Context: an optimization exercise on an open-source flow, tuned for small area, a short achievable clock period and few clock cycles. The choices shown serve that exercise and are no tape-out recipe. Where RTL was checked, it was by simulation tests only, not by an equivalence proof against the original. Function not checked in runs 5 and 6: the RTL went through the layout flow alone. Power and IR drop assume default switching activity.

$ cat flow/design.v
module eclog_crc_step (
    input  wire [15:0] crc_in,
    input  wire [7:0]  data,
    output wire [15:0] crc_out
);
    wire [7:0] x  = crc_in[15:8] ^ data;
    wire [7:0] xs = x ^ {4'b0000, x[7:4]};
    assign crc_out = {crc_in[7:0], 8'h00} ^ {xs[3:0], 12'h000} ^ {3'b000, xs, 5'b00000} ^ {8'h00, xs};
endmodule
module eclog_core (
    input  wire        clk,
    input  wire        rst,
    input  wire        in_valid,
    input  wire [7:0]  in_data,
    output wire        in_ready,
    output reg         out_valid,
    output reg  [7:0]  out_data,
    input  wire        out_ready,
    output wire        mem_req,
    output reg         mem_we,
    output reg  [10:0] mem_addr,
    output reg  [7:0]  mem_wdata,
    input  wire        mem_ready,
    input  wire [7:0]  mem_rdata
);
    localparam [7:0] NL = 8'h0A;
    localparam [6:0] P_BOOT  = 7'd0;
    localparam [6:0] P_ENTRY = 7'd6;
    localparam [6:0] P_ADDR  = 7'd17;
    localparam [6:0] P_NOENT = 7'd37;
    localparam [6:0] P_INV   = 7'd65;
    localparam [6:0] P_FULL  = 7'd80;
    reg         e_msg;         
    reg         e_pay;         
    reg         e_hex;         
    reg         e_sel;         
    reg  [6:0]  ptr;
    reg  [5:0]  oslot;         
    reg  [7:0]  rom_char;
    localparam integer ROM_LEN = 97;
    localparam [5*ROM_LEN-1:0] ROM_CODES = 485'b00000010000110001100101010011000011001110111101100000111000110010011111001010010101110000001000101001010110000011100100100011001000100101100000011011001110110100000001000001000111010101011110011000011100110010101001100101010001110001010001100111011110110000011001000100101100000011011000011011111110111000010110001110001100111001100101100100010000100000010001111001100100111101101001011110000011010100001110001110011001010100011100010100011001110111111011000000101010100011110111100010;
    wire [4:0]  rom_code = ROM_CODES[5*ptr +: 5];
    always @* begin
        case (rom_code)
            5'd0: rom_char = 8'h0A;
            5'd2: rom_char = 8'h42;
            5'd3: rom_char = 8'h20;
            5'd8: rom_char = 8'h21;
            5'd10: rom_char = 8'h2E;
            5'd11: rom_char = 8'h30;
            5'd17: rom_char = 8'h3A;
            5'd23: rom_char = 8'h45;
            5'd24: rom_char = 8'h58;
            5'd26: rom_char = 8'h49;
            5'd27: rom_char = 8'h4C;
            5'd28: rom_char = 8'h4D;
            5'd29: rom_char = 8'h4E;
            default: rom_char = {3'b011, rom_code};
        endcase
    end
    reg  [1:0]  rom_next;      
    always @* begin
        case (ptr)
            7'd5, 7'd64, 7'd79, 7'd96: rom_next = 2'd1;
            7'd16:                      rom_next = 2'd2;
            7'd36:                      rom_next = 2'd3;
            default:                    rom_next = 2'd0;
        endcase
    end
    reg  [5:0]  scan_slot;     
    reg         scan_done;     
    reg  [1:0]  sph;           
    reg  [15:0] crc;
    wire [15:0] crc_next;
    eclog_crc_step u_crc (
        .crc_in (crc),
        .data   (mem_rdata),
        .crc_out(crc_next)
    );
    reg         wr_erase;
    reg         wr_probe;      
    reg  [5:0]  cursor;
    wire [2:0]  fidx = mem_addr[2:0] + 3'd1;
    reg  [7:0]  frame_byte;
    always @* begin
        if (wr_probe)
            case (fidx)
                3'd0: frame_byte = "p";
                3'd1: frame_byte = "r";
                3'd2: frame_byte = "o";
                3'd3: frame_byte = "b";
                3'd4: frame_byte = "e";
                3'd5: frame_byte = 8'h00;
                3'd6: frame_byte = 8'h9E;
                default: frame_byte = 8'h61;
            endcase
        else
            case (fidx)
                3'd0: frame_byte = "B";
                3'd1: frame_byte = "o";
                3'd2: frame_byte = "o";
                3'd3: frame_byte = "t";
                3'd4: frame_byte = 8'h00;
                3'd5: frame_byte = 8'hBA;
                default: frame_byte = 8'h1C;
            endcase
    end
    wire wr_last = wr_erase ? (mem_addr[10:6] == 5'd31)
                            : (mem_addr[2:0] == {2'b11, wr_probe});
    wire pay_use  = e_pay;
    wire scan_use = !mem_we && !pay_use && !scan_done;
    assign mem_req   = mem_we || pay_use || !scan_done;
    wire rd_zero = (mem_rdata == 8'h00);
    localparam [3:0] L_EMPTY = 4'd0;
    localparam [3:0] L_ERASE = 4'd5;
    localparam [3:0] L_WRITE = 4'd10;
    localparam [3:0] L_READ  = 4'd14;
    localparam [3:0] L_BAD   = 4'd15;
    reg  [3:0]  lst;
    localparam [8*16-1:0] L_EXP = {8'h00, 8'h00, "dae", 8'h00, "etir", 8'h00, "esar", 8'h00};
    wire [7:0]  l_exp = L_EXP[8*lst +: 8];
    reg  [3:0]  lst_next;
    always @* begin
        if (lst == L_EMPTY)
            lst_next = (in_data == "e") ? 4'd1 :
                       (in_data == "w") ? 4'd6 :
                       (in_data == "r") ? 4'd11 : L_BAD;
        else if (lst == L_ERASE || lst == L_WRITE || lst == L_READ || lst == L_BAD
                 || in_data != l_exp)
            lst_next = L_BAD;
        else
            lst_next = lst + 4'd1;
    end
    reg         boot;          
    wire can_emit = !out_valid || out_ready;
    assign in_ready = !boot && !(e_msg || e_pay || e_hex || e_sel) && !mem_we && !out_valid;
    wire take = in_valid && in_ready;
    wire is_nl = (in_data == NL);
    reg  [3:0] hex_nib;
    always @* begin
        case (ptr[1:0])
            2'd3:    hex_nib = {1'b0, oslot[4:2]};
            2'd2:    hex_nib = {oslot[1:0], 2'b00};
            default: hex_nib = 4'd0;
        endcase
    end
    wire [7:0] hex_char = (ptr[1:0] == 2'd0) ? NL :
                          (hex_nib < 4'd10) ? (8'h30 + {4'h0, hex_nib})
                                            : (8'h37 + {4'h0, hex_nib});
    wire [1:0] hex_first = (oslot[4:2] != 3'd0) ? 2'd3 :
                           (oslot[1:0] != 2'd0) ? 2'd2 : 2'd1;
    always @(posedge clk) begin
        if (rst) begin
            e_msg     <= 1'b0;
            e_pay     <= 1'b0;
            e_hex     <= 1'b0;
            e_sel     <= 1'b0;
            ptr       <= 7'd0;
            oslot     <= 6'd0;
            mem_addr  <= 11'd0;
            mem_we    <= 1'b0;
            mem_wdata <= 8'h00;
            scan_slot <= 6'd0;
            scan_done <= 1'b0;
            sph       <= 2'd0;
            crc       <= 16'hFFFF;
            wr_erase  <= 1'b0;
            wr_probe  <= 1'b0;
            cursor    <= 6'd0;
            boot      <= 1'b1;
            lst       <= L_EMPTY;
            out_valid <= 1'b0;
            out_data  <= 8'h00;
        end else begin
            if (out_valid && out_ready)
                out_valid <= 1'b0;
            if (!scan_use) begin
                sph <= 2'd0;
                crc <= 16'hFFFF;
            end else if (mem_ready) begin
                case (sph)
                    2'd0: begin
                        crc <= crc_next;
                        mem_addr[5:0] <= mem_addr[5:0] + 6'd1;
                        if (rd_zero) begin
                            if (mem_addr[5:0] == 6'd0) scan_done <= 1'b1;
                            else                       sph <= 2'd1;
                        end else if (mem_addr[5:0] == 6'd60) begin
                            scan_done <= 1'b1;
                        end
                    end
                    2'd1: begin
                        mem_addr[5:0] <= mem_addr[5:0] + 6'd1;
                        if (mem_rdata == crc[15:8]) sph <= 2'd2;
                        else                        scan_done <= 1'b1;
                    end
                    default: begin
                        if (mem_rdata == crc[7:0]) begin
                            scan_slot <= scan_slot + 6'd1;
                            scan_done <= (scan_slot == 6'd31);
                            mem_addr  <= {scan_slot[4:0] + 5'd1, 6'd0};
                            sph       <= 2'd0;
                            crc       <= 16'hFFFF;
                        end else begin
                            scan_done <= 1'b1;
                        end
                    end
                endcase
            end
            if (boot && scan_done) begin
                boot   <= 1'b0;
                mem_we <= 1'b1;
                if (scan_slot[5]) begin
                    wr_erase  <= 1'b1;
                    mem_wdata <= 8'h00;
                    mem_addr  <= 11'd0;
                    cursor    <= 6'd0;
                    scan_slot <= 6'd0;
                    scan_done <= 1'b1;
                end else begin
                    wr_erase  <= 1'b0;
                    wr_probe  <= 1'b0;
                    mem_wdata <= "B";
                    mem_addr  <= {scan_slot[4:0], 6'd0};
                    cursor    <= scan_slot;
                    scan_slot <= scan_slot + 6'd1;
                    scan_done <= (scan_slot == 6'd31);
                    e_msg     <= 1'b1;
                    ptr       <= P_BOOT;
                end
            end
            if (mem_we && mem_ready) begin
                if (wr_erase) begin
                    mem_addr[10:6] <= mem_addr[10:6] + 5'd1;
                end else begin
                    mem_addr[2:0] <= fidx;
                    mem_wdata     <= frame_byte;
                end
                if (wr_last) begin
                    mem_we   <= 1'b0;
                    mem_addr <= {scan_slot[4:0], 6'd0};    
                    if (!wr_erase) cursor <= cursor + 6'd1;
                end
            end
            if (take) begin
                out_valid <= 1'b1;               
                out_data  <= in_data;
                if (is_nl) begin
                    lst <= L_EMPTY;
                    case (lst)
                        L_EMPTY: ;
                        L_ERASE: begin
                            mem_we    <= 1'b1;
                            wr_erase  <= 1'b1;
                            mem_wdata <= 8'h00;
                            mem_addr  <= 11'd0;
                            cursor    <= 6'd0;
                            scan_slot <= 6'd0;
                            scan_done <= 1'b1;
                        end
                        L_WRITE: begin
                            if (cursor[5]) begin
                                e_msg <= 1'b1;
                                ptr   <= P_FULL;
                            end else begin
                                mem_we   <= 1'b1;
                                wr_erase <= 1'b0;
                                wr_probe <= 1'b1;
                                mem_wdata <= "p";
                                mem_addr <= {cursor[4:0], 6'd0};
                                if (cursor == scan_slot) begin
                                    scan_slot <= scan_slot + 6'd1;
                                    scan_done <= (scan_slot == 6'd31);
                                end
                            end
                        end
                        L_READ: begin
                            e_sel <= 1'b1;
                            oslot <= 6'd0;
                        end
                        default: begin
                            e_msg <= 1'b1;
                            ptr   <= P_INV;
                        end
                    endcase
                end else begin
                    lst <= lst_next;
                end
            end
            if (can_emit) begin
                if (e_msg) begin
                    out_valid <= 1'b1;
                    out_data  <= rom_char;
                    ptr       <= ptr + 7'd1;
                    case (rom_next)
                        2'd1: e_msg <= 1'b0;
                        2'd2: begin
                            e_msg    <= 1'b0;
                            e_pay    <= 1'b1;
                            mem_addr <= {oslot[4:0], 6'd0};
                        end
                        2'd3: begin
                            e_msg <= 1'b0;
                            e_hex <= 1'b1;
                            ptr   <= {5'd0, hex_first};
                        end
                        default: ;
                    endcase
                end
                if (e_pay && mem_ready) begin
                    out_valid <= 1'b1;
                    if (rd_zero) begin
                        out_data <= ".";
                        ptr      <= P_ADDR + 7'd1;
                        e_pay    <= 1'b0;
                        e_msg    <= 1'b1;
                        mem_addr <= {scan_slot[4:0], 6'd0};    
                    end else begin
                        out_data      <= mem_rdata;
                        mem_addr[5:0] <= mem_addr[5:0] + 6'd1;
                    end
                end
                if (e_hex) begin
                    out_valid <= 1'b1;
                    out_data  <= hex_char;
                    ptr[1:0]  <= ptr[1:0] - 2'd1;
                    if (ptr[1:0] == 2'd0) begin
                        oslot <= oslot + 6'd1;
                        e_hex <= 1'b0;
                        e_sel <= 1'b1;
                    end
                end
                if (e_sel) begin
                    if (oslot != scan_slot) begin    
                        out_valid <= 1'b1;
                        out_data  <= "L";
                        ptr       <= P_ENTRY + 7'd1;
                        e_sel     <= 1'b0;
                        e_msg     <= 1'b1;
                    end else if (scan_done) begin
                        out_valid <= 1'b1;
                        out_data  <= "N";
                        ptr       <= P_NOENT + 7'd1;
                        e_sel     <= 1'b0;
                        e_msg     <= 1'b1;
                    end
                end
            end
        end
    end
endmodule
$ cat flow/constraint.sdc
create_clock -name core_clock -period 7.0 [get_ports {clk}]
set_input_delay 1.4000 -clock core_clock [delete_from_list [all_inputs] [get_ports {clk}]]
set_output_delay 1.4000 -clock core_clock [all_outputs]
set_load 0.01 [all_outputs]
$ cat flow/config.mk
export PLATFORM = sky130hd
export DESIGN_NAME = eclog_core
export DESIGN_NICKNAME = eclog_core
export VERILOG_FILES = /design/flow/design.v
export SDC_FILE = /design/flow/constraint.sdc
export NUM_CORES = 4
export LEC_CHECK = 0
export ABC_AREA = 1
export CAP_MARGIN = 20
export CORE_MARGIN = 2
export CORE_UTILIZATION = 40
export SETUP_SLACK_MARGIN = 4.5
export SLEW_MARGIN = 20
$ cat flow/run.sh
#!/bin/bash
# synth_recipe.tcl (not shown) runs the flow's synth.tcl, then flattens the netlist and writes it again
# the make line also repeats each setting of config.mk as NAME=value (left out here)
make -C /OpenROAD-flow-scripts/flow DESIGN_CONFIG=/design/flow/config.mk WORK_HOME=/design/flow/orfs CLKGATE_MAP_FILE= SYNTH_SCRIPT=/design/flow/synth_recipe.tcl finish
==> results.ini, run 1 <==
[detailed_routing]
antenna_violating_nets_post_route=0
viasPerCell=5.79
detail_route.iter0.violations=817
routedWlPerCell_um=18.0
drt_wirelength_um=29600
route.vias.total=9519
detail_route.first_pass.iterations=7
drc=0

[timing]
count_of_final_max_slew_check_failures=0
number_of_endpoints_failing_setup_at_the_final_stage=0
final_min_period_over_clock_period_pct=40.6
finalCriticalPeriod_ns=2.84
tightestPinTransition_ns=0.803
slew_headroom_pct=46.4
timing.clock.skew_ns=0.00484
setup-tns-final_ns=0
max_freq_mhz=352
grt_setup_unrepaired=yes
final_hold_viol_count=0

[synth]
share_of_synthesized_registers_carrying_an_async_set_or_reset_pct=0
ys_warn_count=1
sequential_element_share_of_the_synthesized_area_pct=22.2
most_instantiated_flip_flop_cell_in_the_synthesis_netlist=sky130_fd_sc_hd__dfxtp_1
flops_latches_synth=84
synth_cell_types=56
netlist_instances=1267
mappedNetlistNets=1317
post_synth.cell_area_avg_um2=5.98
post_synth_instance_area_um2=7570
synth_enable_flop_cells=0

[clock_network]
clockRootBuffer=sky130_fd_sc_hd__clkbuf_16
clk_path_buf_depth=2
worstSkewPairLatency_ns=0.36
cts_buf_count=9
clkSlewWorstSetupHoldPaths_ns=0.06
cts_num_sinks=84
tritoncts_clock_tree=yes
cts_htree_levels=3

[run_status]
status=complete, no violations

[critical_path]
cp.buffers_inverters=2
endpoint_kind=output port
r2r_cells=21
data_required_time_of_the_critical_path_ns=5.60
setup.worst_path.class=flip-flop to output port
critical_path_peak_fanout=3
timing.critical_path.max_delay_family=simple AND/OR/NAND/NOR gates
critical-path-slowest-cell=sky130_fd_sc_hd__dfxtp_2
timing.critical_path.cells=inv_2, nand4_1, nor4_4, buf_2
critPathMaxStageDelay_ns=0.35
regToRegSetupSlack_ns=4.22
r2r_start=ptr[1]
r2r-end=out_data[4]
arrival_ns=1.44
critical_path.startpoint_type=flip-flop

[die]
core.rowCount=50
die_h_um=142
die_w_um=142
core_um2=18600
floorplan.die_area_um2=20100
initial_core_util_pct=40.6
boundaryPins=52

[final_layout]
area_of_combinational_cells_with_multiple_inputs_um2=6210
layout.cell_area.non_filler_um2=10800
area.sequential_um2=1720
fillCellCount=1792
most-common-layout-cells=sky130_fd_sc_hd__nand2_1 (240), sky130_fd_sc_hd__inv_1 (116), sky130_fd_sc_hd__nor2_1 (95), sky130_fd_sc_hd__o21ai_0 (89), sky130_fd_sc_hd__nand3_1 (87)
post_route_cells_drive_above_1_share_pct=31.5
synthToLayoutAreaGrowth_pct=42.2
final_nets=1456
antenna_cells=0
layout_commonest_cell=sky130_fd_sc_hd__nand2_1

[power]
power.static_leakage_uw=0.00480
ir_drop_v=0.000123
pwr_density_cell_nw_per_um2=161
total_design_power_uw=1740

[place]
io_buffer_count=51
placed_area_um2=8400
dp_hpwl_um=19600
gp_congestion=0.916

[global_routing]
antenna_violations_before_repair=0
grt_start_max_net_pins=25
first_global_vias=8830
grt_overflow_total=0
groute.usage.overall_pct=28.2
grt_first_pass_wirelength_um=45700

[hold_path]
hold_path_end=mem_wdata[1]
hold_removal_path_class=flip-flop to flip-flop
min-delay-start=mem_wdata[1]
worst_hold_path.num_cells=2

[job]
max_cap_violations=0

==> worst max-delay path by stage <==
| stage | startpoint | to | slack, ns | cells after the start |
|---|---|---|---|---|
| 3_3_place_gp | in_valid | mem_addr[0] | 3.16 | 10 |
| 4_1_cts | e_hex | in_ready | 4.12 | 4 |
| 6_report | e_pay | in_ready | 4.16 | 4 |
| 2_1_floorplan | in_data[0] | mem_addr[2] | 4.14 | 14 |
| 3_5_place_dp | in_valid | mem_addr[3] | 3.14 | 10 |
| 5_1_grt | in_data[0] | mem_addr[8] | 4.05 | 18 |
==> state kept, by name (all words and copies together), names as in the netlist, 2 cells and up <==
signal	count
mem_addr	11
crc	16
sph	2
scan_slot	6
mem_wdata	8
lst	4
oslot	6
cursor	6
ptr	7
out_data	8
==> cells in the mapped netlist, types with 4 or more instances <==
cell type	instances	area, um2
sky130_fd_sc_hd__nand2_1	292	1100
sky130_fd_sc_hd__inv_1	164	616
sky130_fd_sc_hd__nor2_1	135	507
sky130_fd_sc_hd__nand3_1	115	576
sky130_fd_sc_hd__o21ai_0	107	536
sky130_fd_sc_hd__dfxtp_1	84	1680
sky130_fd_sc_hd__a21oi_1	78	390
sky130_fd_sc_hd__ha_1	29	363
sky130_fd_sc_hd__clkbuf_1	26	97.6
sky130_fd_sc_hd__nand4_1	22	138
sky130_fd_sc_hd__a31oi_1	19	119
sky130_fd_sc_hd__xor2_1	19	166
sky130_fd_sc_hd__nor3_1	16	80.1
sky130_fd_sc_hd__o211ai_1	16	120
sky130_fd_sc_hd__o22ai_1	15	93.8
sky130_fd_sc_hd__o21ai_1	11	55.1
sky130_fd_sc_hd__xnor2_1	10	87.6
sky130_fd_sc_hd__buf_2	8	40.0
sky130_fd_sc_hd__a211oi_1	7	52.6
sky130_fd_sc_hd__a221oi_1	7	61.3
sky130_fd_sc_hd__inv_2	7	26.3
sky130_fd_sc_hd__nand2_2	6	37.5
sky130_fd_sc_hd__nor4_1	6	37.5
sky130_fd_sc_hd__nor2_2	5	31.3
sky130_fd_sc_hd__o2111ai_1	5	43.8
sky130_fd_sc_hd__o221ai_1	5	43.8
sky130_fd_sc_hd__o31ai_1	5	37.5
sky130_fd_sc_hd__or2_2	5	31.3
sky130_fd_sc_hd__buf_4	4	30.0
sky130_fd_sc_hd__nand3_2	4	40.0
==> cell families (layout without fill, tap and decap cells) <==
| group | after synthesis | count (layout) | synth area share, % |
|---|---|---|---|
| compound gates | 291 | 291 | 22.4 |
| buf+inv | 216 | 357 | 11.4 |
| fa+ha+maj | 29 | 29 | 4.79 |
| flops | 84 | 84 | 22.2 |
| simple gates | 617 | 618 | 35.7 |
| xor+xnor | 29 | 29 | 3.35 |
| mux | 1 | 1 | 0.132 |
==> per-stage QoR <==
stage               utilization [%]  instances  setup slack, ns  hold WS, ns
finish                         57.8       1643             4.16        0.490
global route                   57.8       1643             4.05        0.503
CTS                            53.6       1609             4.12        0.483
floorplan                         -       1267             4.14        0.443
detailed placement             45.0       1514             3.14        0.469
global placement               45.0       1514             3.16        0.460
==> layer usage <==
metal	up-vias	wire [um]	part of all wire (%)	GRT usage, %
met3	90	1650	5.6	3.14
met1	4464	12600	43	36.8
met2	420	14200	48	47.4
met5	-	0	0	0
met4	0	1100	3.7	11.8
li1	4545	-	-	-
==> worst reg2reg max path: cells and delay by family, from the launching register on <==
family	cells	cell delay [ns]
buf+inv	4	0.55
flops	1	0.39
simple gates	14	1.28
compound gates	2	0.34
fa+ha+maj	1	0.15
==> what timing repair did <==
action / 4_1_cts / 5_1_grt
gates cloned: 5 / 0
pin swaps: 81 / 80
setup buffers: 76 / 34
endpoints found under the setup margin: 115 / 82
resized for setup: 343 / 154
hold buffers: 0 / 0
==> report_power, final <==
group	switching [uW]	internal (uW)
Clock	206	273
Sequential	58.4	515
Combinational	405	280
==> cell type report <==
cell class,instances,area share [%]
clock buffer,12,2.20
clock inverter,2,0.348
inverter,175,7.03
multi-input combinational,968,57.6
sequential,84,16.0
tap,234,2.72
timing repair buffer,166,13.9
timing repair inverter,2,0.221
Testbench counts, summed over its fixed seeds: cycles 45,308.
==> inputs of run 2 (changes only) <==
--- a/flow/config.mk
+++ b/flow/config.mk
@@ -9,5 +9,5 @@
 export CAP_MARGIN = 20
 export CORE_MARGIN = 2
 export CORE_UTILIZATION = 40
-export SETUP_SLACK_MARGIN = 4.5
+export SETUP_SLACK_MARGIN = 3.75
 export SLEW_MARGIN = 20
==> run 2 against run 1 <==
Compared with the run above:
- still clean on timing, DRC and antenna
- fmax down 8.8%
- first-iteration DRC count shrank 1.7%
- non-clock buffer count decreased by 73
- setup slack got worse by 0.27 ns
- routed wire length fell by 11%
- synthesized cell count stayed put
- critical endpoint unchanged
- largest power group is now registers
- highest routed layer unchanged
==> results.ini, run 2 <==
[run_status]
status=complete, no violations

[global_routing]
grt_first_pass_wirelength_um=42000  ; -8.1%
grt_start_max_net_pins=38  ; +52%
grt_overflow_total=0  ; unchanged
first_global_vias=8117  ; -8.1%
groute.usage.overall_pct=26.0  ; -2.1 points
antenna_violations_before_repair=0  ; unchanged

[critical_path]
data_required_time_of_the_critical_path_ns=5.60  ; about the same
endpoint_kind=output port
r2r-end=out_data[6]
worstSetupEndpoint=in_ready
critical_path.startpoint_type=flip-flop
setup.worst_path.class=flip-flop to output port
critical_path_peak_fanout=9  ; +6
arrival_ns=1.72  ; +0.28 ns
r2r_cells=18  ; -14%
r2r_start=ptr[1]
regToRegSetupSlack_ns=3.92  ; -0.30 ns
worstSetupStartpoint=e_hex

[power]
power.static_leakage_uw=0.00416  ; -13%
net-switching-power_uw=578  ; -14%
p_clk_share_pct=32.9  ; +5.3 points
p_sw_share_pct=36.1  ; -2.4 points
cell_internal_pwr_uw=1020  ; -4.2%
ir_drop_v=0.000135  ; +10%
pwr_density_cell_nw_per_um2=177  ; +9.7%
combPwrFrac_pct=32.0  ; -7.4 points
seq_power_share_pct=35.1  ; +2.1 points

[clock_network]
tritoncts_clock_tree=yes
cts_num_sinks=84  ; unchanged
hold_buffers=0  ; unchanged
clkSlewWorstSetupHoldPaths_ns=0.06  ; about the same
clockRootBuffer=sky130_fd_sc_hd__clkbuf_16
cts_buf_count=9  ; unchanged
worstSkewPairLatency_ns=0.36  ; about the same
cts_htree_levels=3  ; unchanged
clk_path_buf_depth=2  ; unchanged

[final_layout]
antenna_cells=0  ; unchanged
biggestRegsByFlops=crc (16), mem_addr (11)
final_nets=1380  ; -5.2%
largest_register_ffs=16  ; unchanged
synthToLayoutAreaGrowth_pct=19.5
largest_register=crc
most-common-layout-cells=sky130_fd_sc_hd__nand2_1 (284), sky130_fd_sc_hd__inv_1 (146), sky130_fd_sc_hd__nor2_1 (117), sky130_fd_sc_hd__nand3_1 (114), sky130_fd_sc_hd__o21ai_0 (106)
layout_commonest_cell=sky130_fd_sc_hd__nand2_1
area_of_combinational_cells_with_multiple_inputs_um2=5230  ; -16%
fillCellCount=1964  ; +9.6%
layout.cell_area.non_filler_um2=9050  ; -16%
post_route_cells_drive_above_1_share_pct=11.8  ; -20 points
area.sequential_um2=1690  ; -1.9%

[synth]
netlist_top_cells_area=sky130_fd_sc_hd__dfxtp_1 (22%), sky130_fd_sc_hd__nand2_1 (14%), sky130_fd_sc_hd__inv_1 (8.1%), sky130_fd_sc_hd__nand3_1 (7.6%), sky130_fd_sc_hd__o21ai_0 (7.1%)
synth_top_area_share_pct=22.2  ; unchanged
post_synth.cell_area_avg_um2=5.98  ; unchanged
synth_most_common_cell=sky130_fd_sc_hd__nand2_1
yosys.area.top_type=sky130_fd_sc_hd__dfxtp_1
synth_cell_types=56  ; unchanged
synth.cells.most_frequent=sky130_fd_sc_hd__nand2_1 (292), sky130_fd_sc_hd__inv_1 (164), sky130_fd_sc_hd__nor2_1 (135)
ys_warn_count=1  ; unchanged
sequential_element_share_of_the_synthesized_area_pct=22.2  ; unchanged
most_instantiated_flip_flop_cell_in_the_synthesis_netlist=sky130_fd_sc_hd__dfxtp_1
synth_enable_flop_cells=0  ; unchanged
mappedNetlistNets=1317  ; unchanged
share_of_synthesized_registers_carrying_an_async_set_or_reset_pct=0  ; unchanged
netlist_instances=1267  ; unchanged
post_synth_instance_area_um2=7570  ; unchanged
flops_latches_synth=84  ; unchanged

[detailed_routing]
drc=0  ; unchanged
routedWlPerCell_um=16.8  ; -6.4%
antenna_violating_nets_post_route=0  ; unchanged
detail_route.iter0.violations=803  ; -1.7%
viasPerCell=5.66  ; -2.3%
drt_wirelength_um=26400  ; -11%
detail_route.first_pass.iterations=7  ; unchanged
route.vias.total=8883  ; -6.7%

[timing]
hold-worst-slack_ns=0.477  ; -0.0133 ns
max_freq_mhz=321  ; -8.8%
setup-tns-final_ns=0  ; unchanged
grt_setup_unrepaired=yes
final_hold_viol_count=0  ; unchanged
slew_headroom_pct=41.1  ; -5.3 points
finalCriticalPeriod_ns=3.12  ; +0.274 ns
final_min_period_over_clock_period_pct=44.5  ; +3.9 points
number_of_endpoints_failing_setup_at_the_final_stage=0  ; unchanged
count_of_final_max_slew_check_failures=0  ; unchanged
timing.clock.skew_ns=0.0100  ; +0.00521 ns
tightestPinTransition_ns=0.880  ; +0.0776 ns

[hold_path]
min-delay-start=crc[9]
worst_hold_path.num_cells=2  ; unchanged
hold_removal_path_class=flip-flop to flip-flop

[place]
gp_congestion=0.946  ; +3.2%
placed_area_um2=8210  ; -2.2%
dp_hpwl_um=19400  ; -0.88%
io_buffer_count=51  ; unchanged

[die]
die_w_um=142  ; unchanged
core.rowCount=50  ; unchanged
core_um2=18600  ; unchanged
floorplan.die_area_um2=20100  ; unchanged
die_h_um=142  ; unchanged
initial_core_util_pct=40.6  ; unchanged
boundaryPins=52  ; unchanged

[job]
max_cap_violations=0  ; unchanged

-- run 2: power groups by stage --
| stage | Combinational [uW] | Sequential [uW] | Clock (uW) |
|---|---|---|---|
| floorplan | 345 | 559 | 0 |
| global placement | 477 | 572 | 0 |
| detailed placement | 475 | 571 | 0 |
| CTS | 486 | 562 | 536 |
| global route | 578 | 567 | 551 |
| finish | 513 | 562 | 527 |
-- run 2: layer usage --
metal,routed length [um],GRT usage (%)
met3,2150,4.99
met4,668,8.26
met2,11400,39.5
met5,0,0
met1,12200,37.2
-- run 2: cells by family after synthesis --
group | Yosys count | share of synthesized area (%)
xor gates and xnor gates | 29 | 3.35
adders and majority gates | 29 | 4.79
muxes | 1 | 0.132
DFF | 84 | 22.2
buffers and inverters | 216 | 11.4
AOI/OAI and AO/OA | 291 | 22.4
and+or+nand+nor | 617 | 35.7
-- run 2: layout make-up --
class,count,share of cell area [%]
tap,234,3.23
inverter,175,7.51
clock buffer,11,2.57
clock inverter,5,0.954
multi-input combinational,967,57.8
sequential,84,18.7
timing repair buffer,93,9.29
-- run 2: stage by stage --
stage	setup WS (ns)	util [%]	instances	total power, uW
after floorplan	3.91	-	1267	904
after global placement	2.89	44.1	1516	1050
after detailed placement	2.84	44.1	1516	1050
after CTS	3.75	47.0	1547	1580
after global routing	3.72	48.6	1569	1700
final	3.88	48.6	1569	1600
-- run 2: how the worst min path moves through the flow --
stage	end	slack (ns)
after global routing	mem_wdata[7]	0.50
after CTS	crc[9]	0.48
after detailed placement	crc[9]	0.46
after global placement	crc[12]	0.46
final	crc[9]	0.48
after floorplan	crc[12]	0.44
-- run 2: worst max-delay path, cell delays in order, from the launching register on --
cell,delay [ns]
sky130_fd_sc_hd__dfxtp_1,0.43
sky130_fd_sc_hd__inv_4,0.18
sky130_fd_sc_hd__nand4_1,0.18
sky130_fd_sc_hd__nor4_4,0.25
sky130_fd_sc_hd__dlygate4sd2_1,0.32
-- run 2: timing repair --
action                                  4_1_cts  5_1_grt
setup buffers                                15       22
pin swaps                                    10       18
endpoints found under the setup margin       58       64
resized for setup                            51       54
==> inputs of run 3 (changes only) <==
--- a/flow/config.mk
+++ b/flow/config.mk
@@ -9,5 +9,5 @@
 export CAP_MARGIN = 20
 export CORE_MARGIN = 2
 export CORE_UTILIZATION = 40
-export SETUP_SLACK_MARGIN = 3.75
+export SETUP_SLACK_MARGIN = 4.0
 export SLEW_MARGIN = 20
==> run 3 against run 2 <==
Compared with the run above:
- fmax rose by 4.3%
- register-to-register slack improved by 0.17 ns
- critical endpoint unchanged
- largest cell class unchanged
- still clean on timing, DRC and antenna
- critical path type unchanged
- routed wire length rose by 3.1%
- synthesized cell count did not move
- power fell by 0.63%
==> results.ini, run 3 <==
[detailed_routing]
antenna_violating_nets_post_route=0  ; unchanged
routedWlPerCell_um=17.0  ; +0.90%
wl_met2_um=12000  ; +5.7%
top_layer_used=met4
wirelength_met1_um=12200  ; -0.16%
detail_route.first_pass.iterations=6  ; -1
drc=0  ; unchanged
viasPerCell=5.74  ; +1.3%
dr_wl_met3_um=2430  ; +13%
detail_route.iter0.violations=883  ; +10%
route.vias.total=9197  ; +3.5%
drt_wirelength_um=27200  ; +3.1%

[power]
pwr_density_cell_nw_per_um2=167  ; -5.5%
ir_drop_v=0.000134  ; -1.1%
power.static_leakage_uw=0.00426  ; +2.5%
total_design_power_uw=1590  ; -0.63%

[critical_path]
arrival_ns=1.59  ; -0.13 ns
data_required_time_of_the_critical_path_ns=5.60  ; about the same
critical_path_peak_fanout=2  ; -7
endpoint_kind=output port
critPathMaxStageDelay_ns=0.38  ; -0.05 ns
timing.critical_path.cells=inv_2, nand4_1, nor4_4, buf_2
critical_path.startpoint_type=flip-flop
critical-path-slowest-cell=sky130_fd_sc_hd__nor4_4
setup.worst_path.class=flip-flop to output port

[synth]
synth_top_area_share_pct=22.2  ; unchanged
flops_latches_synth=84  ; unchanged
synth_most_common_cell=sky130_fd_sc_hd__nand2_1
synth_cell_types=56  ; unchanged
netlist_top_cells_area=sky130_fd_sc_hd__dfxtp_1 (22%), sky130_fd_sc_hd__nand2_1 (14%), sky130_fd_sc_hd__inv_1 (8.1%), sky130_fd_sc_hd__nand3_1 (7.6%), sky130_fd_sc_hd__o21ai_0 (7.1%)
post_synth.cell_area_avg_um2=5.98  ; unchanged
netlist_instances=1267  ; unchanged
most_instantiated_flip_flop_cell_in_the_synthesis_netlist=sky130_fd_sc_hd__dfxtp_1
post_synth_instance_area_um2=7570  ; unchanged
synth.cells.most_frequent=sky130_fd_sc_hd__nand2_1 (292), sky130_fd_sc_hd__inv_1 (164), sky130_fd_sc_hd__nor2_1 (135)
share_of_synthesized_registers_carrying_an_async_set_or_reset_pct=0  ; unchanged
sequential_element_share_of_the_synthesized_area_pct=22.2  ; unchanged
mappedNetlistNets=1317  ; unchanged
ys_warn_count=1  ; unchanged
synth_enable_flop_cells=0  ; unchanged
yosys.area.top_type=sky130_fd_sc_hd__dfxtp_1

[run_status]
status=complete, no violations

[timing]
setup-tns-final_ns=0  ; unchanged
grt_setup_unrepaired=yes
slew_headroom_pct=48.7  ; +7.6 points
max_freq_mhz=335  ; +4.3%
final_hold_viol_count=0  ; unchanged
timing.clock.skew_ns=0.0110  ; +0.000960 ns
number_of_endpoints_failing_setup_at_the_final_stage=0  ; unchanged
final_min_period_over_clock_period_pct=42.7  ; -1.8 points
finalCriticalPeriod_ns=2.99  ; -0.129 ns
tightestPinTransition_ns=0.767  ; -0.113 ns
count_of_final_max_slew_check_failures=0  ; unchanged

[clock_network]
hold_buffers=0  ; unchanged
tritoncts_clock_tree=yes
cts_htree_levels=3  ; unchanged
cts_num_sinks=84  ; unchanged
clkSlewWorstSetupHoldPaths_ns=0.07  ; about the same
worstSkewPairLatency_ns=0.36  ; about the same
clockRootBuffer=sky130_fd_sc_hd__clkbuf_16
cts_buf_count=9  ; unchanged
clk_path_buf_depth=2  ; unchanged

[final_layout]
largest_register=crc
biggestRegsByFlops=crc (16), mem_addr (11)
post_route_cells_drive_above_1_share_pct=19.6  ; +7.9 points
synthToLayoutAreaGrowth_pct=25.7
largest_register_ffs=16  ; unchanged
most-common-layout-cells=sky130_fd_sc_hd__nand2_1 (265), sky130_fd_sc_hd__inv_1 (132), sky130_fd_sc_hd__nor2_1 (111), sky130_fd_sc_hd__o21ai_0 (103), sky130_fd_sc_hd__nand3_1 (102)
layout_commonest_cell=sky130_fd_sc_hd__nand2_1
layout.cells.non_filler=1603  ; +2.2%
final_nets=1414  ; +2.5%
antenna_cells=0  ; unchanged

[job]
max_cap_violations=0  ; unchanged

[global_routing]
first_global_vias=8133  ; +0.20%
grt_overflow_total=0  ; unchanged
grt_first_pass_wirelength_um=42200  ; +0.43%
grt_start_max_net_pins=38  ; unchanged
groute.usage.overall_pct=26.2  ; +0.12 points
antenna_violations_before_repair=0  ; unchanged

[place]
gp_congestion=0.974  ; +3.0%
dp_cells=1516  ; unchanged
dp_hpwl_um=19400  ; -0.18%
io_buffer_count=51  ; unchanged

[die]
boundaryPins=52  ; unchanged
initial_core_util_pct=40.6  ; unchanged
die_w_um=142  ; unchanged
core_um2=18600  ; unchanged
floorplan.die_area_um2=20100  ; unchanged
die_h_um=142  ; unchanged
core.rowCount=50  ; unchanged

[hold_path]
hold_removal_path_class=flip-flop to flip-flop

## run 3: cell counts after synthesis
No cell type changed its count.
## run 3: layer usage
metal	vias up	GRT usage (%)
met5	-	0
met4	0	7.05
met3	65	5.10
met2	423	40.1
met1	4252	37.5
li1	4457	-
## run 3: critical path, delay by kind of cell, from the launching register on
| family | cells | cell delay (ns) |
|---|---|---|
| AND/OR/NAND/NOR | 2 | 0.57 |
| buffers and inverters | 2 | 0.31 |
| flip-flops | 1 | 0.34 |
## run 3: stage by stage
stage	util, %	hold WS (ns)	cell area (um2)	setup slack, ns
2_1_floorplan	-	0.443	7580	4.01
3_3_place_gp	44.1	0.462	8220	2.98
3_5_place_dp	44.1	0.468	8220	2.93
4_1_cts	47.9	0.485	8930	3.96
5_1_grt	51.1	0.504	9520	3.94
6_report	51.1	0.483	9520	4.01
## run 3: final timing paths
kind	start	end	slack, ns	cells after the start
hold / removal	crc[12]	crc[12]	0.48	2
setup reg to reg	ptr[1]	out_data[6]	4.09	19
setup / recovery	out_valid	in_ready	4.01	4
hold reg to reg	crc[12]	crc[12]	0.48	2
## run 3: cells by family after synthesis
kind of cell / Yosys count / synth area share (%)
AOI/OAI and AO/OA: 291 / 22.4
xor gates and xnor gates: 29 / 3.35
adders and majority gates: 29 / 4.79
buffers and inverters: 216 / 11.4
DFF: 84 / 22.2
muxes: 1 / 0.132
and+or+nand+nor: 617 / 35.7
## run 3: area by class of cell
| class | instances | area (um2) |
|---|---|---|
| sequential | 84 | 1690 |
| multi-input combinational | 968 | 5550 |
| tap | 234 | 293 |
| clock inverter | 6 | 47.5 |
| timing repair inverter | 1 | 5.00 |
| timing repair buffer | 125 | 1000 |
| fill | 1932 | 9120 |
| clock buffer | 10 | 239 |
| inverter | 175 | 693 |
## run 3: timing repair
action / in CTS / in global routing
gates resized for setup: 100 / 133
buffers inserted: 36 / 33
cloned: 1 / 1
hold endpoints to repair: 0 / 0
setup endpoints to repair: 72 / 62
pin swaps: 19 / 49
## run 3: where the power goes
part           internal, uW  total, uW  switching (uW)
Sequential              515        559            44.2
Clock                   253        473             221
Combinational           216        559             343
Total                   984       1590             608
==> inputs of run 4 (changes only) <==
--- a/flow/config.mk
+++ b/flow/config.mk
@@ -8,6 +8,6 @@
 export ABC_AREA = 1
 export CAP_MARGIN = 20
 export CORE_MARGIN = 2
-export CORE_UTILIZATION = 40
+export CORE_UTILIZATION = 60
 export SETUP_SLACK_MARGIN = 4.0
 export SLEW_MARGIN = 20
==> run 4 against run 3 <==
Compared with the run above:
- sequential share of layout area up 0.51 points
- power up 3.2%
- first-iteration DRC count up 46%
- synthesized area unchanged
==> results.ini, run 4 <==
[power]
p_sw_share_pct=36.2  ; -2.0 points
net-switching-power_uw=594  ; -2.3%
ir_drop_v=0.000216  ; +62%
pwr_density_cell_nw_per_um2=177  ; +5.9%
cell_internal_pwr_uw=1050  ; +6.6%
seq_power_share_pct=34.3  ; -0.8 points
combPwrFrac_pct=33.2  ; -1.9 points
power.static_leakage_uw=0.00419  ; -1.8%
p_clk_share_pct=32.5  ; +2.8 points

[timing]
number_of_endpoints_failing_setup_at_the_final_stage=0  ; unchanged
setup-tns-final_ns=0  ; unchanged
slew_headroom_pct=48.4  ; -0.35 points
count_of_final_max_slew_check_failures=0  ; unchanged
grt_setup_unrepaired=yes
finalCriticalPeriod_ns=2.98  ; -0.00679 ns
final_hold_viol_count=0  ; unchanged
final_min_period_over_clock_period_pct=42.6  ; -0.097 points
max_freq_mhz=335  ; +0.23%
final.setup.worst_slack_ns=4.02  ; +0.00679 ns
tightestPinTransition_ns=0.772  ; +0.00525 ns
timing.clock.skew_ns=0.0102  ; -0.000856 ns

[die]
initial_core_util_pct=60.8  ; +20 points
boundaryPins=52  ; unchanged
floorplan.die_area_um2=13500  ; -32%
core_um2=12500  ; -33%
die_h_um=116  ; -18%
die_w_um=116  ; -18%
core.rowCount=41  ; -18%

[detailed_routing]
drt_wirelength_um=26900  ; -1.3%
detail_route.first_pass.iterations=7  ; +1
antenna_violating_nets_post_route=0  ; unchanged
detail_route.iter0.violations=1293  ; +46%
routedWlPerCell_um=17.6  ; +3.5%
route.vias.total=9410  ; +2.3%
viasPerCell=6.15  ; +7.3%
drc=0  ; unchanged

[synth]
mappedNetlistNets=1317  ; unchanged
share_of_synthesized_registers_carrying_an_async_set_or_reset_pct=0  ; unchanged
synth.cells.most_frequent=sky130_fd_sc_hd__nand2_1 (292), sky130_fd_sc_hd__inv_1 (164), sky130_fd_sc_hd__nor2_1 (135)
ys_warn_count=1  ; unchanged
synth_enable_flop_cells=0  ; unchanged
post_synth_instance_area_um2=7570  ; unchanged
synth_most_common_cell=sky130_fd_sc_hd__nand2_1
synth_cell_types=56  ; unchanged
sequential_element_share_of_the_synthesized_area_pct=22.2  ; unchanged
yosys.area.top_type=sky130_fd_sc_hd__dfxtp_1
most_instantiated_flip_flop_cell_in_the_synthesis_netlist=sky130_fd_sc_hd__dfxtp_1
synth_top_area_share_pct=22.2  ; unchanged
netlist_top_cells_area=sky130_fd_sc_hd__dfxtp_1 (22%), sky130_fd_sc_hd__nand2_1 (14%), sky130_fd_sc_hd__inv_1 (8.1%), sky130_fd_sc_hd__nand3_1 (7.6%), sky130_fd_sc_hd__o21ai_0 (7.1%)
post_synth.cell_area_avg_um2=5.98  ; unchanged
netlist_instances=1267  ; unchanged
flops_latches_synth=84  ; unchanged

[clock_network]
hold_buffers=0  ; unchanged
cts_buf_count=9  ; unchanged
tritoncts_clock_tree=yes
cts_htree_levels=3  ; unchanged
worstSkewPairLatency_ns=0.35  ; about the same
cts_num_sinks=84  ; unchanged
clk_path_buf_depth=2  ; unchanged
clkSlewWorstSetupHoldPaths_ns=0.06  ; about the same
clockRootBuffer=sky130_fd_sc_hd__clkbuf_16

[critical_path]
critical_path.startpoint_type=primary input
arrival_ns=3.25  ; +1.66 ns
endpoint_kind=flip-flop
r2r_cells=21  ; +2
critical_path_peak_fanout=3  ; +1
data_required_time_of_the_critical_path_ns=7.27  ; +1.67 ns
setup.worst_path.class=primary input to flip-flop

[global_routing]
grt_overflow_total=0  ; unchanged
groute.usage.overall_pct=37.3  ; +11 points
first_global_vias=8157  ; +0.30%
grt_start_max_net_pins=38  ; unchanged
grt_first_pass_wirelength_um=40200  ; -4.7%
antenna_violations_before_repair=0  ; unchanged

[place]
dp_hpwl_um=18200  ; -6.2%
io_buffer_count=51  ; unchanged
gp_congestion=1.01  ; +3.3%
detailedPlace.worstSlack_ns=2.98  ; +0.0504 ns

[final_layout]
antenna_cells=0  ; unchanged
post_route_cells_drive_above_1_share_pct=16.3  ; -3.4 points
final_nets=1402  ; -0.85%
most-common-layout-cells=sky130_fd_sc_hd__nand2_1 (275), sky130_fd_sc_hd__inv_1 (143), sky130_fd_sc_hd__nor2_1 (114), sky130_fd_sc_hd__nand3_1 (108), sky130_fd_sc_hd__o21ai_0 (104)
largest_register=crc
layout_commonest_cell=sky130_fd_sc_hd__nand2_1
fillCellCount=1090  ; -44%
biggestRegsByFlops=crc (16), mem_addr (11)
largest_register_ffs=16  ; unchanged
synthToLayoutAreaGrowth_pct=22.4

[hold_path]
worst_hold_path.num_cells=2  ; unchanged
hold_removal_path_class=flip-flop to flip-flop

[job]
max_cap_violations=0  ; unchanged

[run_status]
status=complete, no violations

run 4: cell counts after synthesis:
Identical to the previous run, type by type.
run 4: per-layer routing:
| metal | global-route usage (%) | vias up | part of all wire (%) |
|---|---|---|---|
| met4 | 13.4 | 0 | 3.5 |
| li1 | - | 4438 | - |
| met3 | 9.24 | 104 | 12 |
| met1 | 50.0 | 4213 | 40 |
| met2 | 58.4 | 655 | 44 |
| met5 | 0 | - | 0 |
run 4: metrics by stage:
step	util (%)	hold WS [ns]	cell area, um2	instances	power, uW
finish	74.4	0.478	9280	1529	1640
global route	74.4	0.501	9280	1529	1720
CTS	71.0	0.483	8850	1500	1580
detailed placement	65.3	0.470	8140	1453	1040
global placement	65.3	0.458	8140	1453	1030
floorplan	-	0.443	7580	1267	904
run 4: logic make-up after synthesis:
| family | Yosys count | share of synthesized area (%) |
|---|---|---|
| fa+ha+maj | 29 | 4.79 |
| xor+xnor | 29 | 3.35 |
| simple gates | 617 | 35.7 |
| buf+inv | 216 | 11.4 |
| mux | 1 | 0.132 |
| compound gates | 291 | 22.4 |
| flops | 84 | 22.2 |
run 4: power groups by stage:
stage	clock, uW	sequential (uW)	combinational, uW
4_1_cts	532	561	485
5_1_grt	552	567	601
3_3_place_gp	0	570	464
6_report	534	564	545
2_1_floorplan	0	559	345
3_5_place_dp	0	571	468
run 4: worst max-delay path, stage by stage:
cell,delay [ns]
sky130_fd_sc_hd__buf_8,0.11
sky130_fd_sc_hd__inv_6,0.06
sky130_fd_sc_hd__nor2_4,0.04
sky130_fd_sc_hd__buf_6,0.11
sky130_fd_sc_hd__buf_6,0.10
sky130_fd_sc_hd__buf_4,0.12
sky130_fd_sc_hd__buf_4,0.12
sky130_fd_sc_hd__buf_4,0.12
sky130_fd_sc_hd__buf_4,0.12
sky130_fd_sc_hd__buf_4,0.12
sky130_fd_sc_hd__buf_4,0.12
sky130_fd_sc_hd__buf_6,0.10
sky130_fd_sc_hd__buf_6,0.10
sky130_fd_sc_hd__buf_6,0.10
sky130_fd_sc_hd__buf_6,0.10
sky130_fd_sc_hd__nand3_2,0.05
sky130_fd_sc_hd__o211ai_1,0.09
sky130_fd_sc_hd__a21oi_1,0.16
run 4: path summary, 6_finish.rpt:
| kind | startpoint | end | slack (ns) |
|---|---|---|---|
| worst min-delay path | mem_wdata[1] | mem_wdata[1] | 0.48 |
| worst max register to register | ptr[1] | out_data[6] | 4.10 |
| worst max-delay path | in_data[1] | lst[2] | 4.02 |
| worst min register to register | mem_wdata[1] | mem_wdata[1] | 0.48 |
run 4: cell type report:
cell class	instances	area (um2)	area share [%]
Timing Repair Buffer	114	967	10.4
Clock buffer	11	243	2.62
Tap cell	172	215	2.32
Multi-Input combinational cell	968	5380	58.0
Clock inverter	5	83.8	0.904
Inverter	175	687	7.41
Sequential cell	84	1700	18.3
run 4: repair_timing:
action,CTS,global route
setup buffers,31,28
gates resized for setup,97,93
pin swaps,21,36
endpoints found under the setup margin,73,49
gates cloned,0,1
==> inputs of run 5 (changes only) <==
--- a/flow/design.v
+++ b/flow/design.v
@@ -37,20 +37,137 @@
     reg  [6:0]  ptr;
     reg  [5:0]  oslot;         
     reg  [7:0]  rom_char;
-    localparam integer ROM_LEN = 97;
-    localparam [5*ROM_LEN-1:0] ROM_CODES = 485'b00000010000110001100101010011000011001110111101100000111000110010011111001010010101110000001000101001010110000011100100100011001000100101100000011011001110110100000001000001000111010101011110011000011100110010101001100101010001110001010001100111011110110000011001000100101100000011011000011011111110111000010110001110001100111001100101100100010000100000010001111001100100111101101001011110000011010100001110001110011001010100011100010100011001110111111011000000101010100011110111100010;
-    wire [4:0]  rom_code = ROM_CODES[5*ptr +: 5];
+    reg [4:0] rom_code;
+    always @* begin
+        case (ptr)
+            7'd0: rom_code = 5'd2;
+            7'd1: rom_code = 5'd15;
+            7'd2: rom_code = 5'd15;
+            7'd3: rom_code = 5'd20;
+            7'd4: rom_code = 5'd10;
+            7'd5: rom_code = 5'd0;
+            7'd6: rom_code = 5'd27;
+            7'd7: rom_code = 5'd15;
+            7'd8: rom_code = 5'd7;
+            7'd9: rom_code = 5'd3;
+            7'd10: rom_code = 5'd5;
+            7'd11: rom_code = 5'd14;
+            7'd12: rom_code = 5'd20;
+            7'd13: rom_code = 5'd18;
+            7'd14: rom_code = 5'd25;
+            7'd15: rom_code = 5'd17;
+            7'd16: rom_code = 5'd3;
+            7'd17: rom_code = 5'd10;
+            7'd18: rom_code = 5'd3;
+            7'd19: rom_code = 5'd28;
+            7'd20: rom_code = 5'd5;
+            7'd21: rom_code = 5'd13;
+            7'd22: rom_code = 5'd15;
+            7'd23: rom_code = 5'd18;
+            7'd24: rom_code = 5'd25;
+            7'd25: rom_code = 5'd3;
+            7'd26: rom_code = 5'd1;
+            7'd27: rom_code = 5'd4;
+            7'd28: rom_code = 5'd4;
+            7'd29: rom_code = 5'd18;
+            7'd30: rom_code = 5'd5;
+            7'd31: rom_code = 5'd19;
+            7'd32: rom_code = 5'd19;
+            7'd33: rom_code = 5'd17;
+            7'd34: rom_code = 5'd3;
+            7'd35: rom_code = 5'd11;
+            7'd36: rom_code = 5'd24;
+            7'd37: rom_code = 5'd29;
+            7'd38: rom_code = 5'd15;
+            7'd39: rom_code = 5'd3;
+            7'd40: rom_code = 5'd22;
+            7'd41: rom_code = 5'd1;
+            7'd42: rom_code = 5'd12;
+            7'd43: rom_code = 5'd9;
+            7'd44: rom_code = 5'd4;
+            7'd45: rom_code = 5'd3;
+            7'd46: rom_code = 5'd12;
+            7'd47: rom_code = 5'd15;
+            7'd48: rom_code = 5'd7;
+            7'd49: rom_code = 5'd3;
+            7'd50: rom_code = 5'd5;
+            7'd51: rom_code = 5'd14;
+            7'd52: rom_code = 5'd20;
+            7'd53: rom_code = 5'd18;
+            7'd54: rom_code = 5'd9;
+            7'd55: rom_code = 5'd5;
+            7'd56: rom_code = 5'd19;
+            7'd57: rom_code = 5'd3;
+            7'd58: rom_code = 5'd6;
+            7'd59: rom_code = 5'd15;
+            7'd60: rom_code = 5'd21;
+            7'd61: rom_code = 5'd14;
+            7'd62: rom_code = 5'd4;
+            7'd63: rom_code = 5'd8;
+            7'd64: rom_code = 5'd0;
+            7'd65: rom_code = 5'd26;
+            7'd66: rom_code = 5'd14;
+            7'd67: rom_code = 5'd22;
+            7'd68: rom_code = 5'd1;
+            7'd69: rom_code = 5'd12;
+            7'd70: rom_code = 5'd9;
+            7'd71: rom_code = 5'd4;
+            7'd72: rom_code = 5'd3;
+            7'd73: rom_code = 5'd9;
+            7'd74: rom_code = 5'd14;
+            7'd75: rom_code = 5'd16;
+            7'd76: rom_code = 5'd21;
+            7'd77: rom_code = 5'd20;
+            7'd78: rom_code = 5'd8;
+            7'd79: rom_code = 5'd0;
+            7'd80: rom_code = 5'd23;
+            7'd81: rom_code = 5'd18;
+            7'd82: rom_code = 5'd18;
+            7'd83: rom_code = 5'd15;
+            7'd84: rom_code = 5'd18;
+            7'd85: rom_code = 5'd17;
+            7'd86: rom_code = 5'd3;
+            7'd87: rom_code = 5'd12;
+            7'd88: rom_code = 5'd15;
+            7'd89: rom_code = 5'd7;
+            7'd90: rom_code = 5'd3;
+            7'd91: rom_code = 5'd6;
+            7'd92: rom_code = 5'd21;
+            7'd93: rom_code = 5'd12;
+            7'd94: rom_code = 5'd12;
+            7'd95: rom_code = 5'd8;
+            7'd96: rom_code = 5'd0;
+            default: rom_code = 5'd0;
+        endcase
+    end
     always @* begin
         case (rom_code)
             5'd0: rom_char = 8'h0A;
+            5'd1: rom_char = 8'h61;
             5'd2: rom_char = 8'h42;
             5'd3: rom_char = 8'h20;
+            5'd4: rom_char = 8'h64;
+            5'd5: rom_char = 8'h65;
+            5'd6: rom_char = 8'h66;
+            5'd7: rom_char = 8'h67;
             5'd8: rom_char = 8'h21;
+            5'd9: rom_char = 8'h69;
             5'd10: rom_char = 8'h2E;
             5'd11: rom_char = 8'h30;
+            5'd12: rom_char = 8'h6C;
+            5'd13: rom_char = 8'h6D;
+            5'd14: rom_char = 8'h6E;
+            5'd15: rom_char = 8'h6F;
+            5'd16: rom_char = 8'h70;
             5'd17: rom_char = 8'h3A;
+            5'd18: rom_char = 8'h72;
+            5'd19: rom_char = 8'h73;
+            5'd20: rom_char = 8'h74;
+            5'd21: rom_char = 8'h75;
+            5'd22: rom_char = 8'h76;
             5'd23: rom_char = 8'h45;
             5'd24: rom_char = 8'h58;
+            5'd25: rom_char = 8'h79;
             5'd26: rom_char = 8'h49;
             5'd27: rom_char = 8'h4C;
             5'd28: rom_char = 8'h4D;
@@ -117,8 +234,23 @@
     localparam [3:0] L_READ  = 4'd14;
     localparam [3:0] L_BAD   = 4'd15;
     reg  [3:0]  lst;
-    localparam [8*16-1:0] L_EXP = {8'h00, 8'h00, "dae", 8'h00, "etir", 8'h00, "esar", 8'h00};
-    wire [7:0]  l_exp = L_EXP[8*lst +: 8];
+    reg  [7:0]  l_exp;         
+    always @* begin
+        case (lst)
+            4'd1:    l_exp = "r";
+            4'd2:    l_exp = "a";
+            4'd3:    l_exp = "s";
+            4'd4:    l_exp = "e";
+            4'd6:    l_exp = "r";
+            4'd7:    l_exp = "i";
+            4'd8:    l_exp = "t";
+            4'd9:    l_exp = "e";
+            4'd11:   l_exp = "e";
+            4'd12:   l_exp = "a";
+            4'd13:   l_exp = "d";
+            default: l_exp = 8'h00;
+        endcase
+    end
     reg  [3:0]  lst_next;
     always @* begin
         if (lst == L_EMPTY)
@@ -331,7 +463,7 @@
                     end
                 end
                 if (e_sel) begin
-                    if (oslot != scan_slot) begin    
+                    if (oslot < scan_slot) begin
                         out_valid <= 1'b1;
                         out_data  <= "L";
                         ptr       <= P_ENTRY + 7'd1;
--- a/flow/config.mk
+++ b/flow/config.mk
@@ -8,6 +8,6 @@
 export ABC_AREA = 1
 export CAP_MARGIN = 20
 export CORE_MARGIN = 2
-export CORE_UTILIZATION = 60
-export SETUP_SLACK_MARGIN = 4.0
+export CORE_UTILIZATION = 40
+export SETUP_SLACK_MARGIN = 4.5
 export SLEW_MARGIN = 20
==> run 5 against run 4 <==
Compared with the run above:
- still clean on timing, DRC and antenna
- combinational power rose by 11%
- critical path depth up 2
- fmax down 9.3%
- critical path type unchanged
- largest cell class unchanged
==> results.ini, run 5 <==
[critical_path]
critPathMaxStageDelay_ns=0.22  ; +0.06 ns
timing.critical_path.max_delay_family=simple AND/OR/NAND/NOR gates
endpoint_kind=flip-flop
arrival_ns=3.59  ; +0.34 ns
timing.critical_path.cells=buf_6, nor2_4, nand4_4, nor2_8, nand3_4, o2111ai_2, nand2_1, inv_2, a21oi_4, buf_12, ha_4, inv_4, nand3_4, nand2_1, nand2_1, nand2_1, nand2_1, nand3_1, nand3_1, nand2_1
r2r_start=scan_done
r2r_cells=19  ; -9.5%
setup.worst_path.class=primary input to flip-flop
worstSetupStartpoint=in_data[6]
worstSetupPathDepth=20  ; +2
critical_path.most_common_cell=sky130_fd_sc_hd__nand2_1
cp.buffers_inverters=4  ; -10
regToRegSetupSlack_ns=3.85  ; -0.25 ns
critical-path-slowest-cell=sky130_fd_sc_hd__nor2_8
data_required_time_of_the_critical_path_ns=7.30  ; +0.03 ns
critical_path_peak_fanout=7  ; +4
critical_path.startpoint_type=primary input

[final_layout]
antenna_cells=0  ; unchanged
largest_register=crc
area_of_combinational_cells_with_multiple_inputs_um2=6770  ; +26%
largest_register_ffs=16  ; unchanged
most-common-layout-cells=sky130_fd_sc_hd__nand2_1 (286), sky130_fd_sc_hd__inv_1 (129), sky130_fd_sc_hd__nand3_1 (105), sky130_fd_sc_hd__nor2_1 (102), sky130_fd_sc_hd__buf_4 (83)
layout.cells.non_filler=1777  ; +16%
fillCellCount=1930  ; +77%
synthToLayoutAreaGrowth_pct=40.2
final_nets=1568  ; +12%
area.sequential_um2=1940  ; +15%
biggestRegsByFlops=crc (16), mem_addr (11)
post_route_cells_drive_above_1_share_pct=29.7  ; +13 points
layout_commonest_cell=sky130_fd_sc_hd__nand2_1

[timing]
tightestPinTransition_ns=0.780  ; +0.00796 ns
final_min_period_over_clock_period_pct=47.0  ; +4.4 points
slew_headroom_pct=47.8  ; -0.60 points
max_freq_mhz=304  ; -9.3%
final_hold_viol_count=0  ; unchanged
timing.clock.skew_ns=0.0151  ; +0.00493 ns
grt_setup_unrepaired=yes
number_of_endpoints_failing_setup_at_the_final_stage=0  ; unchanged
finalCriticalPeriod_ns=3.29  ; +0.307 ns
setup-tns-final_ns=0  ; unchanged
count_of_final_max_slew_check_failures=0  ; unchanged

[synth]
synth.cells.most_frequent=sky130_fd_sc_hd__nand2_1 (340), sky130_fd_sc_hd__inv_1 (154), sky130_fd_sc_hd__nor2_1 (132)
netlist_top_cells_area=sky130_fd_sc_hd__dfxtp_1 (23%), sky130_fd_sc_hd__nand2_1 (15%), sky130_fd_sc_hd__nand3_1 (7.4%), sky130_fd_sc_hd__inv_1 (6.9%), sky130_fd_sc_hd__ha_1 (6.4%)
synth_most_common_cell=sky130_fd_sc_hd__nand2_1
flops_latches_synth=95  ; +13%
share_of_synthesized_registers_carrying_an_async_set_or_reset_pct=0  ; unchanged
synth_top_area_share_pct=22.7  ; +0.52 points
sequential_element_share_of_the_synthesized_area_pct=22.7  ; +0.52 points
post_synth.cell_area_avg_um2=6.16  ; +3.1%
most_instantiated_flip_flop_cell_in_the_synthesis_netlist=sky130_fd_sc_hd__dfxtp_1
mappedNetlistNets=1422  ; +8.0%
synth_enable_flop_cells=0  ; unchanged
post_synth_instance_area_um2=8370  ; +11%
ys_warn_count=1  ; unchanged
yosys.area.top_type=sky130_fd_sc_hd__dfxtp_1
synth_cell_types=61  ; +8.9%
netlist_instances=1358  ; +7.2%

[place]
io_buffer_count=51  ; unchanged
dp_cells=1638  ; +13%
dp_hpwl_um=20900  ; +15%
gp_congestion=0.951  ; -5.4%

[power]
ir_drop_v=0.000105  ; -51%
pwr_density_cell_nw_per_um2=150  ; -15%
power.static_leakage_uw=0.00524  ; +25%

[clock_network]
hold_buffers=0  ; unchanged
cts_num_sinks=95  ; +13%
clkSlewWorstSetupHoldPaths_ns=0.07  ; about the same
clk_path_buf_depth=2  ; unchanged
cts_buf_count=9  ; unchanged
clockRootBuffer=sky130_fd_sc_hd__clkbuf_16
worstSkewPairLatency_ns=0.37  ; +0.02 ns
tritoncts_clock_tree=yes
cts_htree_levels=3  ; unchanged

[global_routing]
antenna_violations_before_repair=0  ; unchanged
first_global_vias=9128  ; +12%
groute.usage.overall_pct=28.0  ; -9.3 points
grt_overflow_total=0  ; unchanged
grt_first_pass_wirelength_um=49500  ; +23%
grt_start_max_net_pins=45  ; +18%

[hold_path]
worst_hold_path.num_cells=2  ; unchanged
hold_removal_path_class=flip-flop to flip-flop
min-delay-start=mem_wdata[7]

[detailed_routing]
routedWlPerCell_um=17.9  ; +1.7%
drc=0  ; unchanged
route.vias.total=10100  ; +7.1%
detail_route.first_pass.iterations=8  ; +1
drt_wirelength_um=31800  ; +18%
antenna_violating_nets_post_route=0  ; unchanged
viasPerCell=5.67  ; -7.9%
detail_route.iter0.violations=1028  ; -20%

[die]
boundaryPins=52  ; unchanged
floorplan.die_area_um2=22100  ; +63%
core.rowCount=52  ; +27%
die_w_um=149  ; +28%
core_um2=20400  ; +63%
die_h_um=149  ; +28%
initial_core_util_pct=41.1  ; -20 points

[run_status]
status=complete, no violations

[job]
max_cap_violations=0  ; unchanged

==> run 5: cell types whose count changed after synthesis, sizes merged, moves of 4 or more <==
cell and delta:
or2 +6, nand3 +11, nor3 +5, a31oi -4
nand2 +51, o21ai -27, xnor2 +8, dfxtp +11
ha +14
==> run 5: through the flow <==
step | setup slack [ns] | cell area, um2 | hold slack (ns) | total power [uW] | util, %
floorplan | 3.71 | 8700 | 0.450 | 980 | -
global placement | 2.35 | 9320 | 0.461 | 1120 | 45.8
detailed placement | 2.34 | 9320 | 0.473 | 1120 | 45.8
CTS | 3.81 | 10900 | 0.488 | 1700 | 53.3
global route | 3.56 | 11700 | 0.515 | 1850 | 57.6
finish | 3.71 | 11700 | 0.483 | 1760 | 57.6
==> run 5: power by group <==
| group | total, uW | switching [uW] | internal [uW] |
|---|---|---|---|
| registers | 634 | 53.5 | 580 |
| logic | 603 | 362 | 242 |
| clock network | 521 | 235 | 286 |
==> run 5: kinds of logic (layout without fill, tap and decap cells) <==
family          after synthesis  after routing  synth area share (%)
buf+inv                     217            362                  10.3
simple gates                696            700                  37.2
mux                           1              1                 0.120
flops                        95             95                  22.7
xor+xnor                     40             40                  4.18
fa+ha+maj                    43             43                  6.43
compound gates              266            266                  19.1
==> run 5: timing repair <==
item,CTS,global route
setup buffers,73,42
cloned,10,0
pin swaps,70,72
gates resized for setup,333,147
endpoints found under the setup margin,125,86
==> run 5: final timing paths <==
kind / endpoint
worst max register to register: rom_code[3]
worst min register to register: mem_wdata[7]
worst min-delay path: mem_wdata[7]
worst max-delay path: rom_code[2]
==> run 5: final cells by class <==
cell class | instances | share of cell area, %
Clock buffer | 10 | 2.04
Clock inverter | 4 | 0.469
Inverter | 174 | 6.48
Multi-Input combinational cell | 1050 | 57.6
Sequential cell | 95 | 16.6
Tap cell | 270 | 2.88
Timing Repair Buffer | 170 | 13.7
Timing Repair inverter | 4 | 0.298
==> run 5: worst min-delay path: stages, from the launching register on <==
cell	delay, ns
sky130_fd_sc_hd__dfxtp_1	0.31
sky130_fd_sc_hd__nand3_1	0.07
sky130_fd_sc_hd__a21oi_1	0.06
==> run 5: per-layer routing <==
| layer | GRT usage, % | routed length, um |
|---|---|---|
| met1 | 37.4 | 13400 |
| met2 | 45.7 | 15100 |
| met3 | 4.75 | 2320 |
| met4 | 9.86 | 976 |
| met5 | 0 | 0 |
==> inputs of run 6 (changes only) <==
--- a/flow/config.mk
+++ b/flow/config.mk
@@ -9,5 +9,5 @@
 export CAP_MARGIN = 20
 export CORE_MARGIN = 2
 export CORE_UTILIZATION = 40
-export SETUP_SLACK_MARGIN = 4.5
+export SETUP_SLACK_MARGIN = 4.0
 export SLEW_MARGIN = 20
==> run 6 against run 5 <==
Compared with the run above:
- synthesized cell count is the same
- clock skew decreased by 0.0059 ns
- synthesized area unchanged
- register-to-register slack got worse by 0.12 ns
- die area did not move
- critical path depth is 1 higher
- highest routed layer unchanged
==> results.ini, run 6 <==
[run_status]
status=complete, no violations

[global_routing]
first_global_vias=8793  ; -3.7%
antenna_violations_before_repair=0  ; unchanged

[critical_path]
worstSetupStartpoint=in_data[6]
critical-path-slowest-cell=sky130_fd_sc_hd__ha_4
endpoint_kind=flip-flop

[final_layout]
final_core_util_pct=51.7  ; -6.0 points
biggestRegsByFlops=crc (16), mem_addr (11)
layout.cells.non_filler=1713  ; -3.6%
most-common-layout-cells=sky130_fd_sc_hd__nand2_1 (313), sky130_fd_sc_hd__inv_1 (138), sky130_fd_sc_hd__nor2_1 (115), sky130_fd_sc_hd__nand3_1 (109), sky130_fd_sc_hd__dfxtp_1 (89)
synthToLayoutAreaGrowth_pct=25.6

[detailed_routing]
detail_route.first_pass.iterations=7  ; -1
dr_wl_met3_um=2200  ; -5.0%
drt_wirelength_um=29200  ; -8.3%
detail_route.iter0.violations=878  ; -15%
wl_met2_um=13300  ; -12%
viasPerCell=5.69  ; +0.31%
routedWlPerCell_um=17.0  ; -4.8%
top_layer_used=met4

[clock_network]
cts_num_sinks=95  ; unchanged

[synth]
netlist_top_cells_area=sky130_fd_sc_hd__dfxtp_1 (23%), sky130_fd_sc_hd__nand2_1 (15%), sky130_fd_sc_hd__nand3_1 (7.4%), sky130_fd_sc_hd__inv_1 (6.9%), sky130_fd_sc_hd__ha_1 (6.4%)
post_synth_instance_area_um2=8370  ; unchanged
synth_top_area_share_pct=22.7  ; unchanged
post_synth.cell_area_avg_um2=6.16  ; unchanged
ys_warn_count=1  ; unchanged

[place]
dp_cells=1641  ; +0.18%

[timing]
final_min_period_over_clock_period_pct=47.2  ; +0.20 points
timing.clock.skew_ns=0.00914  ; -0.00594 ns
max_freq_mhz=303  ; -0.43%
grt_setup_unrepaired=yes
setup-tns-final_ns=0  ; unchanged

[power]
pwr_density_cell_nw_per_um2=164  ; +9.4%

[die]
boundaryPins=52  ; unchanged

[hold_path]
min-delay-start=crc[8]

-- run 6: cell families (layout without fill, tap and decap cells) --
family                     Yosys count  in the layout  synth area share (%)
DFF                                 95             95                  22.7
buffers and inverters              217            299                  10.3
adders and majority gates           43             43                  6.43
and+or+nand+nor                    696            699                  37.2
xor gates and xnor gates            40             40                  4.18
AOI/OAI and AO/OA                  266            266                  19.1
muxes                                1              1                 0.120
-- run 6: cell type report --
type	instances	area, um2
clock buffer	10	239
clock inverter	5	88.8
fill	2070	9850
inverter	174	733
multi-input combinational	1049	6180
sequential	95	1910
tap	270	338
timing repair buffer	108	1010
timing repair inverter	2	11.3
-- run 6: repair_timing --
| action | in CTS | in global routing |
|---|---|---|
| setup buffers | 32 | 19 |
| pin swaps | 42 | 32 |
| gates cloned | 3 | 3 |
| hold buffers | 0 | 0 |
| gates resized for setup | 188 | 76 |
| endpoints found under the setup margin | 70 | 39 |
-- run 6: path summary, 6_finish.rpt --
path,to,slack [ns],cells past startpoint
worst max-delay path,rom_code[3],3.70,21
worst min-delay path,crc[8],0.48,2
worst max register to register,rom_code[3],3.73,21
worst min register to register,crc[8],0.48,2
-- run 6: worst register-to-register path: stages, from the launching register on --
cell	delay, ns
sky130_fd_sc_hd__dfxtp_1	0.51
sky130_fd_sc_hd__nand2_4	0.26
sky130_fd_sc_hd__nor2_4	0.32
sky130_fd_sc_hd__inv_1	0.37
sky130_fd_sc_hd__nand2_1	0.16
sky130_fd_sc_hd__a21oi_1	0.07
sky130_fd_sc_hd__nand2_2	0.09
sky130_fd_sc_hd__nand4_1	0.08
sky130_fd_sc_hd__nand3b_1	0.13
sky130_fd_sc_hd__nand2_2	0.07
sky130_fd_sc_hd__nand2_4	0.15
sky130_fd_sc_hd__inv_8	0.07
sky130_fd_sc_hd__ha_4	0.28
sky130_fd_sc_hd__inv_6	0.04
sky130_fd_sc_hd__nand2_4	0.07
sky130_fd_sc_hd__nand2_2	0.05
sky130_fd_sc_hd__nand2_2	0.08
sky130_fd_sc_hd__nand3_2	0.07
sky130_fd_sc_hd__nand2_1	0.09
sky130_fd_sc_hd__nand2_1	0.07
sky130_fd_sc_hd__nand3_2	0.09
sky130_fd_sc_hd__nand2_1	0.05
-- run 6: layer usage --
layer  vias up  global-route usage, %
met2       456                   41.8
met4         0                   9.29
li1       4719                      -
met3        68                   3.16
met1      4499                   34.7
met5         -                      0
-- run 6: through the flow --
step	hold slack, ns	power, uW	worst slack (ns)
after floorplan	0.450	957	3.71
after global placement	0.465	1100	2.49
after detailed placement	0.470	1100	2.47
after CTS	0.487	1690	3.81
after global routing	0.511	1810	3.54
final	0.484	1720	3.70
-- run 6: power by group --
part | internal (uW) | switching (uW)
Clock | 327 | 243
Combinational | 202 | 323
Sequential | 579 | 48.8
Total | 1110 | 615

Check on run 6: ideal ports give 3.697 ns setup slack; a clkbuf_16 on the clock port and buf_2 on the inputs give 3.700 ns; moving port delays by the midpoint clock arrival (0.404 ns) as well gives 3.296 ns.
